What follows belongs to an exercise in optimizing a design on an open flow for small area and a short achievable clock period; a production flow would make more cautious choices.
Where RTL was checked, it was by simulation tests only, not by an equivalence proof against the original.
The flow treats the clock pin as an ideal source. Dropping or thinning the clock tree relies on that and would not hold on a real chip.
Power and IR drop assume default switching activity.

## north
Design kojisan_scale, start of the top module:
module kojisan_scale (
    input  wire        clk,
    input  wire        rst,
    input  wire        in_valid,
    input  wire        in_sel,
    input  wire [15:0] in_raw,
    output reg         out_valid,
    output reg         out_sel,
    output reg  [31:0] out_q
);
Size: about 100 flip-flops, ~54 I/O pins, ~5500 µm² of cells after synthesis.
clock: 10.0 ns
lec_check: 0
cap_margin: 20
core_margin: 2
core_utilization: 40
cts_buf_list: sky130_fd_sc_hd__clkbuf_8
cts_cluster_diameter: 100
cts_cluster_size: 40
slew_margin: 20
standard.sh (not shown) runs the stock make flow with config.mk's settings and CLKGATE_MAP_FILE= SYNTH_SCRIPT=/design/flow/synth_recipe.tcl, a recipe that flattens the netlist after the stock synthesis.
==> flow/flow/run.sh <==
#!/bin/bash
set -euo pipefail
export BUFFER_PORTS_ARGS="-buffer_cell sky130_fd_sc_hd__buf_1"
bash standard.sh finish > standard_flow.log 2>&1
north: flow completed, timing, DRC and antenna clean
For south, these inputs were changed with respect to north:
Settings: CTS_CLUSTER_SIZE no longer set, was 40; CTS_CLUSTER_DIAMETER no longer set, was 100; CTS_BUF_LIST no longer set, was sky130_fd_sc_hd__clkbuf_8.
==> flow/run.sh (new file) <==
#!/bin/bash
# synth_recipe.tcl (not shown) runs the flow's synth.tcl, then flattens the netlist and writes it again
# the make line also repeats each setting of config.mk as NAME=value (left out here)
make -C /OpenROAD-flow-scripts/flow DESIGN_CONFIG=/design/flow/config.mk WORK_HOME=/design/flow/orfs CLKGATE_MAP_FILE= SYNTH_SCRIPT=/design/flow/synth_recipe.tcl finish
removed: flow/flow/run.sh
removed: flow/standard.sh
[summary]
There was hardly any difference in overall die area between south and north.
Share of the cycle needed by the critical path after routing on south is down relative to north.
south: final standard cell area without fillers 6.3% above north
From north to south the numbers moved as follows: buffering stage count on the worst path with inverters included saw an increase, net switching share of the total power fell by 1.8 points.
south: flow completed, timing, DRC and antenna clean
Between south and north, the wire length figures differ only marginally.
Comparing north and south, the lower power in the clock group is on north.
Looking at met3 track demand over resource, south sits 0.23 points lower than north does.
No run of this note included a check of the RTL's function; only the layout flow was run.


## build 5
The RTL this note starts from:
==> flow/design.v <==
module kojisan_scale (
    input  wire        clk,
    input  wire        rst,
    input  wire        in_valid,
    input  wire        in_sel,
    input  wire [15:0] in_raw,
    output reg         out_valid,
    output reg         out_sel,
    output reg  [31:0] out_q
);
    function automatic [31:0] skadd(input [31:0] a, input [31:0] b, input cin);
        reg [31:0] g, p, x;
        integer l, i;
        begin
            x = a ^ b;
            g = a & b;
            p = x;
            g[0] = g[0] | (p[0] & cin);
            for (l = 0; l < 5; l = l + 1)
                for (i = 0; i < 32; i = i + 1)
                    if (((i >> l) & 1) == 1) begin
                        g[i] = g[i] | (p[i] & g[((i >> l) << l) - 1]);
                        p[i] = p[i] & p[((i >> l) << l) - 1];
                    end
            skadd = x ^ {g[30:0], cin};
        end
    endfunction
    function automatic [63:0] bkadd64(input [63:0] a, input [63:0] b, input cin);
        reg [63:0] g, p, x;
        integer l, i;
        begin
            x = a ^ b;
            g = a & b;
            p = x;
            g[0] = g[0] | (p[0] & cin);
            for (l = 0; l < 6; l = l + 1)
                for (i = 0; i < 64; i = i + 1)
                    if ((i % (2 << l)) == (2 << l) - 1) begin
                        g[i] = g[i] | (p[i] & g[i - (1 << l)]);
                        p[i] = p[i] & p[i - (1 << l)];
                    end
            for (l = 4; l >= 0; l = l - 1)
                for (i = 0; i < 64; i = i + 1)
                    if (i >= (3 << l) - 1 && (i % (2 << l)) == (1 << l) - 1) begin
                        g[i] = g[i] | (p[i] & g[i - (1 << l)]);
                        p[i] = p[i] & p[i - (1 << l)];
                    end
            bkadd64 = x ^ {g[62:0], cin};
        end
    endfunction
    reg [15:0] r1; reg s1, v1;
    reg [18:0] a2; reg s2, v2;
    reg [23:0] n3; reg s3, v3;
    wire [31:0] rr  = {16'd0, r1};
    wire [31:0] a   = skadd(rr << 3, ~rr, 1'b1);
    wire [18:0] am  = s1 ? {1'b0, r1, 2'b00} : a[18:0];
    wire [23:0] n   = {1'b0, a2, 4'b0000} + {2'b00, a2, 3'b000} + {5'b00000, a2};
    wire [63:0] w   = bkadd64({23'd0, 1'b0, n3, 8'h01, n3[23:16]},
                              {23'd0, s3 ? 9'h000 : 9'h1D3, 8'h00, n3}, 1'b0);
    always @(posedge clk) begin
        if (rst) begin v1 <= 1'b0; v2 <= 1'b0; v3 <= 1'b0; out_valid <= 1'b0; end
        else begin v1 <= in_valid; v2 <= v1; v3 <= v2; out_valid <= v3; end
        r1 <= in_raw; s1 <= in_sel;
        a2 <= am;        s2 <= s1;
        n3 <= n;         s3 <= s2;
        out_q <= w[40:9]; out_sel <= s3;
    end
endmodule
==> flow/config.mk <==
export PLATFORM = sky130hd
export DESIGN_NAME = kojisan_scale
export DESIGN_NICKNAME = kojisan_scale
export VERILOG_FILES = /design/flow/design.v
export SDC_FILE = /design/flow/constraint.sdc
export NUM_CORES = 4
export LEC_CHECK = 0
export CAP_MARGIN = 20
export CORE_MARGIN = 2
export CORE_UTILIZATION = 60
export SLEW_MARGIN = 20
==> flow/constraint.sdc <==
create_clock -name core_clock -period 10.0 [get_ports {clk}]
set_input_delay 2.0000 -clock core_clock [delete_from_list [all_inputs] [get_ports {clk}]]
set_output_delay 2.0000 -clock core_clock [all_outputs]
set_load 0.01 [all_outputs]
==> flow/flow/run.sh <==
#!/bin/bash
set -euo pipefail
export BUFFER_PORTS_ARGS="-buffer_cell sky130_fd_sc_hd__buf_1"
export SETUP_SLACK_MARGIN=7.35
bash standard.sh cts > standard_to_cts.log 2>&1
openroad -no_init -exit flow/clktree.tcl > clktree.log 2>&1
bash standard.sh finish > standard_finish.log 2>&1
Other scripts of this flow, unchanged in this note and not shown: flow/flow/clktree.tcl
Inputs modified between build 5 and build 25:
Settings: CORE_UTILIZATION now 40, was 60.
-- flow/flow/run.sh --
<<< build 5, line 4
export SETUP_SLACK_MARGIN=7.35
>>> build 25, line 4
export SETUP_SLACK_MARGIN=7.3
export SKIP_CTS_REPAIR_TIMING=1
- Lower global-route track usage on met1 was reported by build 25, not build 5.
- Build 25 vs build 5: signed area change from the synthesized netlist to the final layout up in build 25
- Comparing build 5 and build 25, fraction of the core area covered by cells at the end of the flow is higher on build 5.
- Worst-path cell with the longest stage delay: fa_1 -> build 5, dfxtp_1 -> build 25
#### Input delta (build 22 over build 25)
Settings: changing CORE_UTILIZATION from 40 to 60.
-- flow/flow/run.sh --
<<< build 25, line 4
export SETUP_SLACK_MARGIN=7.3
>>> build 22, line 4
export SETUP_SLACK_MARGIN=7.2
[summary]
Delta (build 22 minus build 25): number of diodes added for antenna fixing flat; final net count flat; global placement routability congestion up 1.4%.
Per the comparison of build 22 with build 25, met1 usage in global routing went up; power share of the clock group increased 0.2 points.
Diff build 25 -> build 22 | number of placement rows | down by more than 10%
Build 25 fits on a die that is larger than the die of build 22.
Going from build 25 to build 22, number of global-route vias before repair decreased 125; critical path depth increased 7; final cell area excluding filler cells decreased 110 um2.
What build 64 does differently from build 22 at the input level:
Settings: PLACE_DENSITY newly set to 0.75; CORE_UTILIZATION changed from 60 to 40.
-- flow/flow/run.sh --
<<< build 22, line 4
export SETUP_SLACK_MARGIN=7.2
>>> build 64, line 4
export SETUP_SLACK_MARGIN=7.3
--- outcome ---
Going from build 22 to build 64, height of the die grows by 22%.
Total design power, build 64 vs build 22: up by a few percent
Power per standard cell area delta (build 64 -> build 22): insignificant
[build 64 vs build 22] net switching power: higher in build 64
In the reports for build 64 and build 22, the smaller switching share of power belongs to build 22.
Max max-slew headroom at the worst pin across build 64 and build 22: build 64
Setup changes, build 64 to build 84
Settings: PLACE_DENSITY: 0.75 -> unset; CORE_UTILIZATION: 40 -> 60.
-- flow/flow/run.sh --
<<< build 64, line 4
export SETUP_SLACK_MARGIN=7.3
>>> build 84, line 4
export SETUP_SLACK_MARGIN=7.4
## What came out
Of the two candidates, build 64 has the worse die footprint and build 84 the better one.
Post-route met1 wirelength for build 84 is lower than for build 64.
Power of the sequential group: build 64 and build 84 compared, higher one is build 84
Taking build 64 as 1.0, build 84 lands at 1.06 on static leakage power.
Post-layout instance area: build 84 > build 64
Modified inputs, build 78 compared to build 84
Settings: CTS_BUF_LIST: unset -> sky130_fd_sc_hd__clkbuf_8; CTS_CLUSTER_SIZE: unset -> 40; CORE_UTILIZATION: 60 -> 40; CTS_CLUSTER_DIAMETER: unset -> 100.
-- flow/flow/run.sh --
<<< build 84, line 4
export SETUP_SLACK_MARGIN=7.4
export SKIP_CTS_REPAIR_TIMING=1
>>> build 78, line 4
export SETUP_SLACK_MARGIN=7.25
## What came out
Compared with build 84, in build 78 post-layout minimum cycle time +61 ps; maximum resistive drop on vdd -about 24%; post-layout instance area -about 3%; ratio of total power to cell area -about 3%.
Taking build 84 as the reference point, the minimum setup slack in the final design of build 78 falls by 61 ps.
Of build 84 and build 78, the lower fraction of power consumed by the clock network belongs to build 84.
Inserted tap cell count of build 78 exceeds that of build 84 by more than a quarter.
Build 78: full flow OK, the timing, design-rule and antenna checks passed
No run of this note takes its clock network from TritonCTS; it comes from the design's own scripts or RTL.

separate check: timing with driven ports:
In the flow no input, the clock included, has a driving cell. The finished layouts below were timed again as built, in two steps.
Step 1: set_driving_cell puts a clkbuf_16 on clk and a buf_2 on each other input, an assumption about the parent block.
Step 2 times the ports against the registers' clock, not the clock port: input delays grow and output delays shrink by t, the midpoint of the rising clock arrivals with the driver on.
Slacks: ideal ports / drivers / drivers and shift; pairs: ideal ports / drivers.
run | t, ns | setup WS [ns] | slew at the worst register clock pin (ns) | worst slew at a driven data input, ns
north | 0.413 | 4.963 / 4.963 / 4.963 | 0.09 / 0.09 | 0.04
south | 0.387 | 5.064 / 5.064 / 5.064 | 0.07 / 0.07 | 0.04
build 5 | 0.232 | 7.355 / 7.320 / 7.355 | 0.09 / 0.09 | 0.03
build 25 | 0.238 | 7.363 / 7.278 / 7.403 | 0.09 / 0.09 | 0.03
build 22 | 0.232 | 7.261 / 7.261 / 7.261 | 0.09 / 0.09 | 0.03
build 64 | 0.238 | 7.346 / 7.275 / 7.346 | 0.10 / 0.10 | 0.03
build 84 | 0.232 | 7.401 / 7.322 / 7.423 | 0.09 / 0.09 | 0.03
build 78 | 0.238 | 7.340 / 7.311 / 7.340 | 0.09 / 0.09 | 0.03
After both steps every run listed still meets setup and hold.
